What follows belongs to an exercise in optimizing a design on an open flow for small area and a short achievable clock period; a production flow would make more cautious choices.
Only simulation tests tie the RTL to the original design; equivalence was not proved.

==> run a: inputs <==
// infoled_core
module infoled_core (
    input  wire        clk,
    input  wire        rst,
    input  wire [31:0] now_us,
    input  wire        cmd_valid,
    input  wire [18:0] cmd_word,
    input  wire [5:0]  sym_rd_addr,
    output wire        out_symbol_value,
    output wire [7:0]  out_brightness,
    output wire        out_flatten,
    output wire [7:0]  ri_brightness,
    output wire        ri_calib_active,
    output wire [3:0]  ri_calib_index,
    output wire        ri_frame_active,
    output wire [5:0]  ri_frame_index,
    output wire [1:0]  checksum,
    output wire [15:0] payload_q,
    output wire [31:0] epoch_q,
    output wire [4:0]  status,
    output wire        sym_rd_data,
    output wire        sym_rd_valid
);
clock: 200.0 ns
lec_check: 0
abc_area: 1
cap_margin: 20
core_margin: 2
core_utilization: 55
slew_margin: 20
standard.sh (not shown) runs the stock make flow with config.mk's settings and CLKGATE_MAP_FILE= SYNTH_SCRIPT=/design/flow/synth_recipe.tcl, a recipe that flattens the netlist after the stock synthesis.
==> flow/flow/run.sh <==
#!/bin/bash
set -euo pipefail
export BUFFER_PORTS_ARGS="-buffer_cell sky130_fd_sc_hd__buf_1"
bash standard.sh finish > standard_flow.log 2>&1
==> run b: changes against run a <==
--- a/flow/design.v
+++ b/flow/design.v
@@ -15,27 +15,121 @@
         end
         for (i = 0; i < 16; i = i + 1) begin : g_pl
             assign frame[14 + 2*i] =  payload[i];
             assign frame[15 + 2*i] = ~payload[i];
         end
     endgenerate
 endmodule
-module infoled_pattern_clock (
+module infoled_fa (input wire a, input wire b, input wire c, output wire s, output wire co);
+    assign s  = a ^ b ^ c;
+    assign co = (a & b) | (a & c) | (b & c);
+endmodule
+module infoled_ha (input wire a, input wire b, output wire s, output wire co);
+    assign s  = a ^ b;
+    assign co = a & b;
+endmodule
+module infoled_core (
+    input  wire        clk,
+    input  wire        rst,
     input  wire [31:0] now_us,
-    input  wire [31:0] epoch,
-    input  wire [1:0]  pattern,
-    output wire        on1,
-    output wire        h,
-    output wire        inb,
-    output wire        cal,
-    output wire [7:0]  q,
-    output wire [5:0]  fi,
-    output wire [5:0]  idx0,
-    output wire [6:0]  br
+    input  wire        cmd_valid,
+    input  wire [18:0] cmd_word,
+    input  wire [5:0]  sym_rd_addr,
+    output wire        out_symbol_value,
+    output wire [7:0]  out_brightness,
+    output wire        out_flatten,
+    output wire [7:0]  ri_brightness,
+    output wire        ri_calib_active,
+    output wire [3:0]  ri_calib_index,
+    output wire        ri_frame_active,
+    output wire [5:0]  ri_frame_index,
+    output wire [1:0]  checksum,
+    output wire [15:0] payload_q,
+    output wire [31:0] epoch_q,
+    output wire [4:0]  status,
+    output wire        sym_rd_data,
+    output wire        sym_rd_valid
 );
+    reg [15:0] payload;
+    reg [1:0]  pattern;
+    reg        en;
+    reg [31:0] epoch;
+    reg        err_busy;
+    reg        err_illegal;
+    wire [2:0]  op   = cmd_word[18:16];
+    wire [15:0] data = cmd_word[15:0];
+    always @(posedge clk) begin
+        if (rst) begin
+            payload     <= 16'h0000;
+            pattern     <= 2'b00;
+            en          <= 1'b0;
+            epoch       <= 32'd0;
+            err_busy    <= 1'b0;
+            err_illegal <= 1'b0;
+        end else if (cmd_valid) begin
+            case (op)
+                3'd0: ;
+                3'd1: begin
+                    if (!en) payload  <= data;
+                    else     err_busy <= 1'b1;
+                end
+                3'd2: begin
+                    if (!en) pattern  <= data[1:0];
+                    else     err_busy <= 1'b1;
+                end
+                3'd3: begin
+                    en    <= 1'b1;
+                    epoch <= now_us;
+                end
+                3'd4: en <= 1'b0;
+                3'd5: begin
+                    err_busy    <= 1'b0;
+                    err_illegal <= 1'b0;
+                end
+                default: err_illegal <= 1'b1;
+            endcase
+        end
+    end
+    assign checksum = payload[1:0]   ^ payload[3:2]   ^ payload[5:4]   ^ payload[7:6]
+                    ^ payload[9:8]   ^ payload[11:10] ^ payload[13:12] ^ payload[15:14];
+    function frame_bit;
+        input [5:0]  j;
+        input [15:0] pl;
+        input [1:0]  ck;
+        reg ev, fl;
+        begin
+            fl = 1'b1;
+            case (j[5:1])
+                5'd0: ev = 1'b0;
+                5'd1: ev = 1'b1;
+                5'd2: begin ev = 1'b1; fl = 1'b0; end
+                5'd3: begin ev = 1'b0; fl = 1'b0; end
+                5'd4: ev = 1'b1;
+                5'd5: ev = ck[0];
+                5'd6: ev = ck[1];
+                5'd7:  ev = pl[0];
+                5'd8:  ev = pl[1];
+                5'd9:  ev = pl[2];
+                5'd10: ev = pl[3];
+                5'd11: ev = pl[4];
+                5'd12: ev = pl[5];
+                5'd13: ev = pl[6];
+                5'd14: ev = pl[7];
+                5'd15: ev = pl[8];
+                5'd16: ev = pl[9];
+                5'd17: ev = pl[10];
+                5'd18: ev = pl[11];
+                5'd19: ev = pl[12];
+                5'd20: ev = pl[13];
+                5'd21: ev = pl[14];
+                default: ev = pl[15];
+            endcase
+            frame_bit = ev ^ (j[0] & fl);
+        end
+    endfunction
     wire n0 = ~epoch[0];
     wire n1 = ~epoch[1];
     wire n2 = ~epoch[2];
     wire n3 = ~epoch[3];
     wire n4 = ~epoch[4];
     wire n5 = ~epoch[5];
     wire n6 = ~epoch[6];
@@ -1484,151 +1578,22 @@
     infoled_ha u1448 (.a(n1158), .b(n1447), .s(n1448), .co(n1449));
     wire n1450, n1451;
     infoled_ha u1450 (.a(n1160), .b(n1449), .s(n1450), .co(n1451));
     wire n1452, n1453;
     infoled_ha u1452 (.a(n1162), .b(n1451), .s(n1452), .co(n1453));
     wire n1454, n1455;
     infoled_ha u1454 (.a(n1164), .b(n1453), .s(n1454), .co(n1455));
-    assign on1 = n537;
-    assign h = n472;
-    assign inb = n1125;
-    assign cal = n1116;
-    assign q = {n1030, n1027, n1024, n1021, n1018, n1015, n1013, n1011};
-    assign fi = {n1120, n1119, n1118, n1117, n1033, n1011};
-    assign idx0 = {n1104, n1101, n1099, n1096, n1093, n1011};
-    assign br = {n1454, n1452, n1450, n1448, n1446, n1444, n1442};
-endmodule
-module infoled_fa (input wire a, input wire b, input wire c, output wire s, output wire co);
-    assign s  = a ^ b ^ c;
-    assign co = (a & b) | (a & c) | (b & c);
-endmodule
-module infoled_ha (input wire a, input wire b, output wire s, output wire co);
-    assign s  = a ^ b;
-    assign co = a & b;
-endmodule
-module infoled_core (
-    input  wire        clk,
-    input  wire        rst,
-    input  wire [31:0] now_us,
-    input  wire        cmd_valid,
-    input  wire [18:0] cmd_word,
-    input  wire [5:0]  sym_rd_addr,
-    output wire        out_symbol_value,
-    output wire [7:0]  out_brightness,
-    output wire        out_flatten,
-    output wire [7:0]  ri_brightness,
-    output wire        ri_calib_active,
-    output wire [3:0]  ri_calib_index,
-    output wire        ri_frame_active,
-    output wire [5:0]  ri_frame_index,
-    output wire [1:0]  checksum,
-    output wire [15:0] payload_q,
-    output wire [31:0] epoch_q,
-    output wire [4:0]  status,
-    output wire        sym_rd_data,
-    output wire        sym_rd_valid
-);
-    reg [15:0] payload;
-    reg [1:0]  pattern;
-    reg        en;
-    reg [31:0] epoch;
-    reg        err_busy;
-    reg        err_illegal;
-    wire [2:0]  op   = cmd_word[18:16];
-    wire [15:0] data = cmd_word[15:0];
-    always @(posedge clk) begin
-        if (rst) begin
-            payload     <= 16'h0000;
-            pattern     <= 2'b00;
-            en          <= 1'b0;
-            epoch       <= 32'd0;
-            err_busy    <= 1'b0;
-            err_illegal <= 1'b0;
-        end else if (cmd_valid) begin
-            case (op)
-                3'd0: ;
-                3'd1: begin
-                    if (!en) payload  <= data;
-                    else     err_busy <= 1'b1;
-                end
-                3'd2: begin
-                    if (!en) pattern  <= data[1:0];
-                    else     err_busy <= 1'b1;
-                end
-                3'd3: begin
-                    en    <= 1'b1;
-                    epoch <= now_us;
-                end
-                3'd4: en <= 1'b0;
-                3'd5: begin
-                    err_busy    <= 1'b0;
-                    err_illegal <= 1'b0;
-                end
-                default: err_illegal <= 1'b1;
-            endcase
-        end
-    end
-    wire [45:0] frame;
-    infoled_frame_encoder u_enc (
-        .payload  (payload),
-        .checksum (checksum),
-        .frame    (frame)
-    );
-    function frame_bit;
-        input [5:0]  j;
-        input [15:0] pl;
-        input [1:0]  ck;
-        reg ev, fl;
-        begin
-            fl = 1'b1;
-            case (j[5:1])
-                5'd0: ev = 1'b0;
-                5'd1: ev = 1'b1;
-                5'd2: begin ev = 1'b1; fl = 1'b0; end
-                5'd3: begin ev = 1'b0; fl = 1'b0; end
-                5'd4: ev = 1'b1;
-                5'd5: ev = ck[0];
-                5'd6: ev = ck[1];
-                5'd7:  ev = pl[0];
-                5'd8:  ev = pl[1];
-                5'd9:  ev = pl[2];
-                5'd10: ev = pl[3];
-                5'd11: ev = pl[4];
-                5'd12: ev = pl[5];
-                5'd13: ev = pl[6];
-                5'd14: ev = pl[7];
-                5'd15: ev = pl[8];
-                5'd16: ev = pl[9];
-                5'd17: ev = pl[10];
-                5'd18: ev = pl[11];
-                5'd19: ev = pl[12];
-                5'd20: ev = pl[13];
-                5'd21: ev = pl[14];
-                default: ev = pl[15];
-            endcase
-            frame_bit = ev ^ (j[0] & fl);
-        end
-    endfunction
-    wire       on1, h, inb, cal;
-    wire [7:0] q;
-    wire [5:0] fi, idx0;
-    wire [6:0] br;
-    infoled_pattern_clock u_clk (
-        .now_us  (now_us),
-        .epoch   (epoch),
-        .pattern (pattern),
-        .on1     (on1),
-        .h       (h),
-        .inb     (inb),
-        .cal     (cal),
-        .q       (q),
-        .fi      (fi),
-        .idx0    (idx0),
-        .br      (br)
-    );
+    wire on1 = n537;
+    wire h = n472;
+    wire inb = n1125;
+    wire cal = n1116;
+    wire [7:0] q = {n1030, n1027, n1024, n1021, n1018, n1015, n1013, n1011};
+    wire [5:0] fi = {n1120, n1119, n1118, n1117, n1033, n1011};
+    wire [5:0] idx0 = {n1104, n1101, n1099, n1096, n1093, n1011};
+    wire [6:0] br = {n1454, n1452, n1450, n1448, n1446, n1444, n1442};
     wire p0 = (pattern == 2'b00);
     reg [7:0] tick_brightness;
     always @* begin
         case (pattern)
             2'b00:   tick_brightness = 8'hff;
             2'b01:   tick_brightness = {8{on1}};
             2'b10:   tick_brightness = {8{~h}};
SYNTH_HIERARCHICAL = 1   (was default)
SYNTH_MINIMUM_KEEP_SIZE = 0   (was default)
==> summary.log <==
INFO  outcome        run_status=finished clean
INFO  synth          synthesis.area_per_instance=9.028um^2
INFO  final_layout   postLayoutCellArea=13670um^2
INFO  timing         max_slew.worst_pin.slew=0.9628ns
INFO  placement      dp.final_hpwl=26.74mm
INFO  global_routing gr-usage-met1=0.3723
That was run b.
==> summary.log <==
INFO  placement      port_buffers=146
INFO  placement      gp_congestion=0.9066
INFO  setup_path     startpoint=now_us[0]
INFO  synth          synthesis.area_per_instance=8.160um^2
INFO  outcome        run_status=finished clean
INFO  global_routing grt_usage=0.2759
INFO  final_layout   postLayoutCellArea=14410um^2
INFO  drt            number_of_optimization_iterations_in_the_first_detailed_route_pass=5
INFO  setup_path     worstSetupEndpointType=output port
INFO  timing         max_slew.worst_pin.slew=0.8613ns
INFO  placement      dp.final_hpwl=29.29mm
INFO  global_routing gr-usage-met1=0.3967
That was run a.

re-timing with driven ports:
The flow's constraints put no driver on any port. The routed layouts listed below were extracted and timed again, unchanged, in two steps.
Step 1 assumes that a clkbuf_16 drives the clock port and a buf_2 every other input.
Step 2 also shifts input and output timing later by t, the mid clock arrival at the registers, as if the neighbouring blocks saw the same clock.
Three values: ideal ports, drivers, drivers and shift; two values: the first two.
| run | t, ns | setup WS [ns] | worst hold slack (ns) | clock arrival spread, ns | worst data-port slew with drivers (ns) |
|---|---|---|---|---|---|
| run a | 0.332 | 79.388 / 79.367 / 79.367 | 0.504 / 0.504 / 0.504 | 0.006 / 0.006 | 0.05 |
| run b | 0.336 | 77.284 / 77.263 / 77.263 | 0.450 / 0.450 / 0.450 | 0.007 / 0.007 | 0.05 |
After both steps every run listed still meets setup and hold.
